This is an optimization exercise on Yosys and OpenROAD, whose aim is small area, a short achievable clock period and few clock cycles, not a production implementation. In this exercise RTL edits were held to simulation tests only and were not proved equivalent to the original. No activity file was given, so power comes from the tool's default toggle rates.

==> flow/design.v <==
module cmdproc (
    input  wire        clk,
    input  wire        rst,           
    input  wire        start,
    input  wire [63:0] start_base,
    input  wire [31:0] start_count,
    output wire        idle,
    output wire        done,
    output wire        faulted,
    output wire [2:0]  f_code,
    output wire        f_hdr_valid,
    output wire [63:0] f_hdr_addr,
    output wire [31:0] f_hdr_word,
    output wire        f_call_valid,
    output wire [13:0] f_method,
    output wire [2:0]  f_subch,
    output wire [1:0]  f_argi,
    output wire        f_value_valid,
    output wire [31:0] f_value,
    output wire        xl_req,
    output wire [63:0] xl_va,
    input  wire        xl_rsp,
    input  wire        xl_err,
    input  wire [63:0] xl_pa,
    output wire        rd_req,
    output wire [63:0] rd_addr,
    input  wire        rd_rsp,
    input  wire        rd_err,
    input  wire [31:0] rd_data,
    output wire        ev_valid,
    output wire [2:0]  ev_kind,
    output wire [13:0] ev_method,
    output wire [2:0]  ev_subch,
    output wire [31:0] ev_value,
    output wire [1:0]  ev_rem,
    output wire [1:0]  ev_len,
    output wire [31:0] ev_code0,
    output wire [31:0] ev_code1,
    output wire [31:0] ev_code2
);
    localparam [2:0] EV_SUBMIT = 3'd4;
    localparam [2:0] EV_DIAG   = 3'd5;
    localparam [2:0] F_UNKNOWN_MODE       = 3'd1;
    localparam [2:0] F_INCREASE_ONCE_ZERO = 3'd2;
    localparam [2:0] F_BIND_CONFLICT      = 3'd3;
    localparam [2:0] F_UNBOUND_SUBCHANNEL = 3'd4;
    localparam [2:0] F_UNKNOWN_ENGINE     = 3'd5;
    localparam [2:0] F_MACRO_NO_ENTRY     = 3'd6;
    localparam [2:0] F_PORT               = 3'd7;
    reg st_idle, st_xl, st_hw, st_aw, st_inl, st_flt;
    reg  [7:0]  bound;
    reg  [1:0]  cls [0:7];
    reg         mac_act;
    reg  [31:0] mac_entry;
    reg  [1:0]  mac_len;
    reg  [31:0] mac_code0;     
    reg  [31:0] mac_code1;
    reg  [63:0] base;          
    reg  [2:0]  off;           
    reg  [31:0] rcnt;          
    reg         ovf;           
    reg         gt1;           
    reg         more;          
    reg  [31:0] hdr;
    reg  [1:0]  argi;
    reg  [13:0] cmeth;
    reg         cfault;        
    reg         cev;           
    reg  [2:0]  ckind;
    reg  [2:0]  fcode;
    reg         fpa;           
    wire [2:0]  h_mode = hdr[31:29];
    wire [2:0]  h_sc   = hdr[15:13];
    wire [1:0]  h_n    = hdr[17:16];
    wire        h_inl  = (h_mode == 3'd5);
    wire [1:0]  crem   = h_inl ? 2'd0 : (h_n - argi - 2'd1);
    wire        clast  = (crem == 2'd0);
    wire [31:0] val = st_inl ? {21'd0, hdr[28:18]} : rd_data;
    function [4:0] outcome;    
        input [13:0] m;
        input        last;
        input        bnd;
        input [1:0]  cl;
        input        act;
        begin
            if (m == 14'h47)       outcome = 5'b00_000;
            else if (m == 14'h46)  outcome = act ? {1'b0, last, EV_SUBMIT} : 5'b10_000;
            else if (m == 14'h00)  outcome = bnd ? 5'b10_000 : 5'b00_000;
            else if (m < 14'h100)  outcome = {2'b01, EV_DIAG};
            else if (!bnd || cl == 2'd0) outcome = 5'b10_000;
            else                   outcome = {2'b01, 1'b0, cl};
        end
    endfunction
    wire [2:0]  r_mode = rd_data[31:29];
    wire [1:0]  r_n    = rd_data[17:16];
    wire [2:0]  r_sc   = rd_data[15:13];
    wire        r_inl  = (r_mode == 3'd5);
    wire [4:0]  oc0 = outcome({1'b0, rd_data[12:0]}, r_inl | (r_n == 2'd1),
                              bound[r_sc], cls[r_sc], mac_act);
    wire        c_bind = (cmeth == 14'h00);
    wire        c_m47  = (cmeth == 14'h47);
    wire        c_m46  = (cmeth == 14'h46);
    wire        inc    = (h_mode[2:1] == 2'b00) | ((h_mode == 3'd4) & (argi == 2'd0));
    wire [13:0] nmeth  = cmeth + {13'd0, inc};
    wire [4:0]  ocn = outcome(nmeth, h_n == (argi + 2'd2),
                              bound[h_sc] | c_bind, cls[h_sc], mac_act | c_m47);
    wire [2:0]  dcode = c_m46  ? F_MACRO_NO_ENTRY :
                        c_bind ? F_BIND_CONFLICT :
                        bound[h_sc] ? F_UNKNOWN_ENGINE : F_UNBOUND_SUBCHANNEL;
    wire        xok   = xl_rsp & ~xl_err;
    wire        rok   = rd_rsp & ~rd_err;
    wire        x_ovf = (&xl_pa[63:2]) & (|xl_pa[1:0]);
    wire        rnz   = |rcnt;
    wire        r_bad  = r_mode[2] & r_mode[1];                        
    wire        r_args = (r_n != 2'd0) & ~r_bad & ~r_inl;              
    wire        r_empty = (r_n == 2'd0) & ~r_mode[2];                  
    wire        disp   = (st_aw & rok) | st_inl;                       
    wire        dok    = disp & ~cfault;
    wire        dlast  = dok & clast;                                  
    wire        hreq = (st_xl & xok & rnz & ~x_ovf) |
                       (st_hw & rok & r_empty & gt1 & ~ovf) |
                       (dlast & more & ~ovf);
    wire        areq = (st_hw & rok & r_args & ~ovf) |
                       (st_aw & rok & ~cfault & ~clast & ~ovf);
    assign done = (st_xl & xok & ~rnz) |
                  (st_hw & rok & r_empty & ~gt1) |
                  (dlast & ~more);
    assign idle    = st_idle | (done & start);
    assign faulted = st_flt;
    assign xl_req  = start & idle;
    assign xl_va   = start_base;
    wire [63:0] nxt = base + {59'd0, off, 2'b00};
    wire [63:0] addr = st_xl ? xl_pa : nxt;
    assign rd_req  = hreq | areq;
    assign rd_addr = addr;
    wire        ovf_n = (&addr[63:3]) & (|addr[2:0]);
    assign ev_valid  = disp & cev;
    assign ev_kind   = ckind;
    assign ev_method = cmeth;
    assign ev_subch  = h_sc;
    assign ev_value  = ckind[2] & ~ckind[0] ? mac_entry : val;
    assign ev_rem    = crem;
    assign ev_len    = mac_len + 2'd1;
    assign ev_code0  = (mac_len == 2'd0) ? val : mac_code0;
    assign ev_code1  = (mac_len == 2'd1) ? val : mac_code1;
    assign ev_code2  = val;
    wire f_disp = (fcode != F_UNKNOWN_MODE) & (fcode != F_INCREASE_ONCE_ZERO) &
                  (fcode != F_PORT);
    assign f_code        = fcode;
    assign f_hdr_valid   = (fcode != F_PORT) | fpa;
    assign f_hdr_addr    = base;
    assign f_hdr_word    = hdr;
    assign f_call_valid  = f_disp | ((fcode == F_PORT) & fpa);
    assign f_method      = cmeth;
    assign f_subch       = h_sc;
    assign f_argi        = argi;
    assign f_value_valid = f_disp;
    assign f_value       = mac_code0;
    wire flt_port0 = (st_xl & xl_rsp & (xl_err | (rnz & x_ovf))) |
                     (st_hw & rd_rsp & (rd_err | (r_empty & gt1 & ovf))) |
                     (dlast & more & ovf);
    wire flt_port1 = (st_hw & rok & r_args & ovf) |
                     (st_aw & rd_rsp & rd_err) |
                     (st_aw & rok & ~cfault & ~clast & ovf);
    wire flt_mode  = st_hw & rok & r_bad;
    wire flt_ioz   = st_hw & rok & (r_mode == 3'd4) & (r_n == 2'd0);
    wire flt_disp  = disp & cfault;
    always @(posedge clk) begin
        if (rst) begin
            st_idle <= 1'b1;
            st_xl   <= 1'b0;
            st_hw   <= 1'b0;
            st_aw   <= 1'b0;
            st_inl  <= 1'b0;
            st_flt  <= 1'b0;
            bound   <= 8'd0;
            mac_act <= 1'b0;
            mac_len <= 2'd0;
        end else begin
            st_idle <= (st_idle | done) & ~start;
            st_xl   <= (idle & start) | (st_xl & ~xl_rsp);
            st_hw   <= hreq | (st_hw & ~rd_rsp);
            st_aw   <= areq | (st_aw & ~rd_rsp);
            st_inl  <= st_hw & rok & r_inl;
            st_flt  <= st_flt | flt_port0 | flt_port1 | flt_mode | flt_ioz | flt_disp;
            if (dok) begin
                if (c_m47) begin
                    mac_act   <= 1'b1;
                    mac_entry <= val;
                    mac_len   <= 2'd0;
                end else if (c_m46) begin
                    if (clast) begin
                        mac_act <= 1'b0;
                        mac_len <= 2'd0;
                    end else begin
                        mac_len <= mac_len + 2'd1;
                    end
                end else if (c_bind) begin
                    bound[h_sc] <= 1'b1;
                end
            end
        end
        if (dok & c_bind)
            cls[h_sc] <= (val == 32'h20) ? 2'd1 :
                         (val == 32'h07) ? 2'd2 :
                         (val == 32'h30) ? 2'd3 : 2'd0;
        if ((dok & c_m46 & ~clast & (mac_len == 2'd0)) | flt_disp)
            mac_code0 <= val;
        if (dok & c_m46 & ~clast & (mac_len == 2'd1))
            mac_code1 <= val;
        if (idle & start) begin
            rcnt <= start_count;
            off  <= 3'd0;
        end
        if (hreq) begin
            base <= addr;
            rcnt <= rcnt - {29'd0, off};
            off  <= 3'd1;
            gt1  <= (rcnt - {29'd0, off}) > 32'd1;
        end
        if (areq)
            off <= off + 3'd1;
        if (hreq | areq)
            ovf <= ovf_n;
        if (st_hw & rok) begin
            hdr    <= rd_data;
            argi   <= 2'd0;
            cmeth  <= {1'b0, rd_data[12:0]};
            {cfault, cev, ckind} <= oc0;
            more   <= r_inl ? (rcnt > 32'd1) : (rcnt > {29'd0, r_n} + 32'd1);
        end else if (dok & ~clast) begin
            argi   <= argi + 2'd1;
            cmeth  <= nmeth;
            {cfault, cev, ckind} <= ocn;
        end
        if (flt_port0 | flt_port1) begin
            fcode <= F_PORT;
            fpa   <= flt_port1;
        end else if (flt_mode)
            fcode <= F_UNKNOWN_MODE;
        else if (flt_ioz)
            fcode <= F_INCREASE_ONCE_ZERO;
        else if (flt_disp)
            fcode <= dcode;
    end
endmodule
Settings: LEC_CHECK=0, CAP_MARGIN=20, CORE_MARGIN=2, CORE_UTILIZATION=40, SETUP_SLACK_MARGIN=5, SLEW_MARGIN=20; clock period 8.0 ns.
run.sh (not shown) runs the stock make flow with config.mk's settings and CLKGATE_MAP_FILE= SYNTH_SCRIPT=/design/flow/synth_recipe.tcl, a recipe that flattens the netlist after the stock synthesis.
The first run went through all stages and came out clean.
Testbench counts at the start, summed over its fixed seeds: cycles 20,056.
Change:
==> flow/flow/run.sh (new file) <==
#!/bin/bash
# Standard layout, with the port buffers made from the smallest buffer cell.
set -e
export BUFFER_PORTS_ARGS="-buffer_cell sky130_fd_sc_hd__buf_1"
bash standard.sh > standard.log 2>&1
==> flow/standard.sh (new file) <==
#!/bin/bash
# synth_recipe.tcl (not shown) runs the flow's synth.tcl, then flattens the netlist and writes it again
# the make line also repeats each setting of config.mk as NAME=value (left out here)
make -C /OpenROAD-flow-scripts/flow DESIGN_CONFIG=/design/flow/config.mk WORK_HOME=/design/flow/orfs CLKGATE_MAP_FILE= SYNTH_SCRIPT=/design/flow/synth_recipe.tcl "${@:-finish}"
TNS_END_PERCENT = 10   (was unset)
removed: flow/run.sh
What happened: Routed wire length shrinks by 23%; setup slack improved by 0.24 ns; maximum frequency grows by 5.1%; utilization shrinks by 24 points; combinational power shrinks by 46%; die area stays the same; synthesized area does not change; final area shrinks by 31%; first-iteration DRC count shrinks by 8.4%; total power shrinks by 11%.
Change:
==> flow/run.sh (new file) <==
#!/bin/bash
# synth_recipe.tcl (not shown) runs the flow's synth.tcl, then flattens the netlist and writes it again
# the make line also repeats each setting of config.mk as NAME=value (left out here)
make -C /OpenROAD-flow-scripts/flow DESIGN_CONFIG=/design/flow/config.mk WORK_HOME=/design/flow/orfs CLKGATE_MAP_FILE= SYNTH_SCRIPT=/design/flow/synth_recipe.tcl finish
removed: flow/flow/run.sh
removed: flow/standard.sh
Outcome: The new run ran to the end with no violations; sequential share of layout area falls by 5.0 points; global-route usage rises by 2.7 points; design area rises by 16%; worst hold slack improved by 0.016 ns; sequential cell count stays the same; wire length rises by 9.0%; clock skew falls by 0.0070 ns; cell count rises by 2.1%; synthesized area stays the same; first-iteration DRC count falls by 14%.
Change:
SETUP_SLACK_MARGIN = unset   (was 5)
TNS_END_PERCENT = unset   (was 10)
Clock-buffer cell count came out higher by 7. Fmax came out lower by about 20%. Area after synthesis stays the same. Final area came out lower by 14%. Utilization came out lower by 9.0 points. Worst setup slack got worse by 1.3 ns. Critical path depth came out lower by 3. Wire length came out lower by about 10%. Cell count came out lower by 9.3%.

[re-timing with driven ports]
In the flow no input, the clock included, has a driving cell. The finished layouts below were timed again as built, in two steps. Step 1, drivers: a clkbuf_16 drives clk and a buf_2 each remaining input, both assumed. Step 2 times the ports against the registers' clock, not the clock port: input delays grow and output delays shrink by t, the midpoint of the rising clock arrivals with the driver on. a / b / c = ideal ports / drivers / drivers and shift; a / b = the first two.
run	t (ns)	slack for setup (ns)	clock arrival spread, ns	worst register clock-pin slew, ns
the first run	0.608	3.023 / 2.965 / 3.077	0.025 / 0.024	0.07 / 0.07
the second run	0.611	3.264 / 3.242 / 3.089	0.033 / 0.032	0.06 / 0.06
the third run	0.608	3.082 / 3.024 / 3.055	0.020 / 0.020	0.06 / 0.06
the fourth run	0.593	1.755 / 1.700 / 1.768	0.019 / 0.019	0.06 / 0.06
After both steps every run listed still meets setup and hold. For the second run, which loses most, drivers alone change the setup slack by -0.022 ns; drivers and shift together by -0.175 ns.
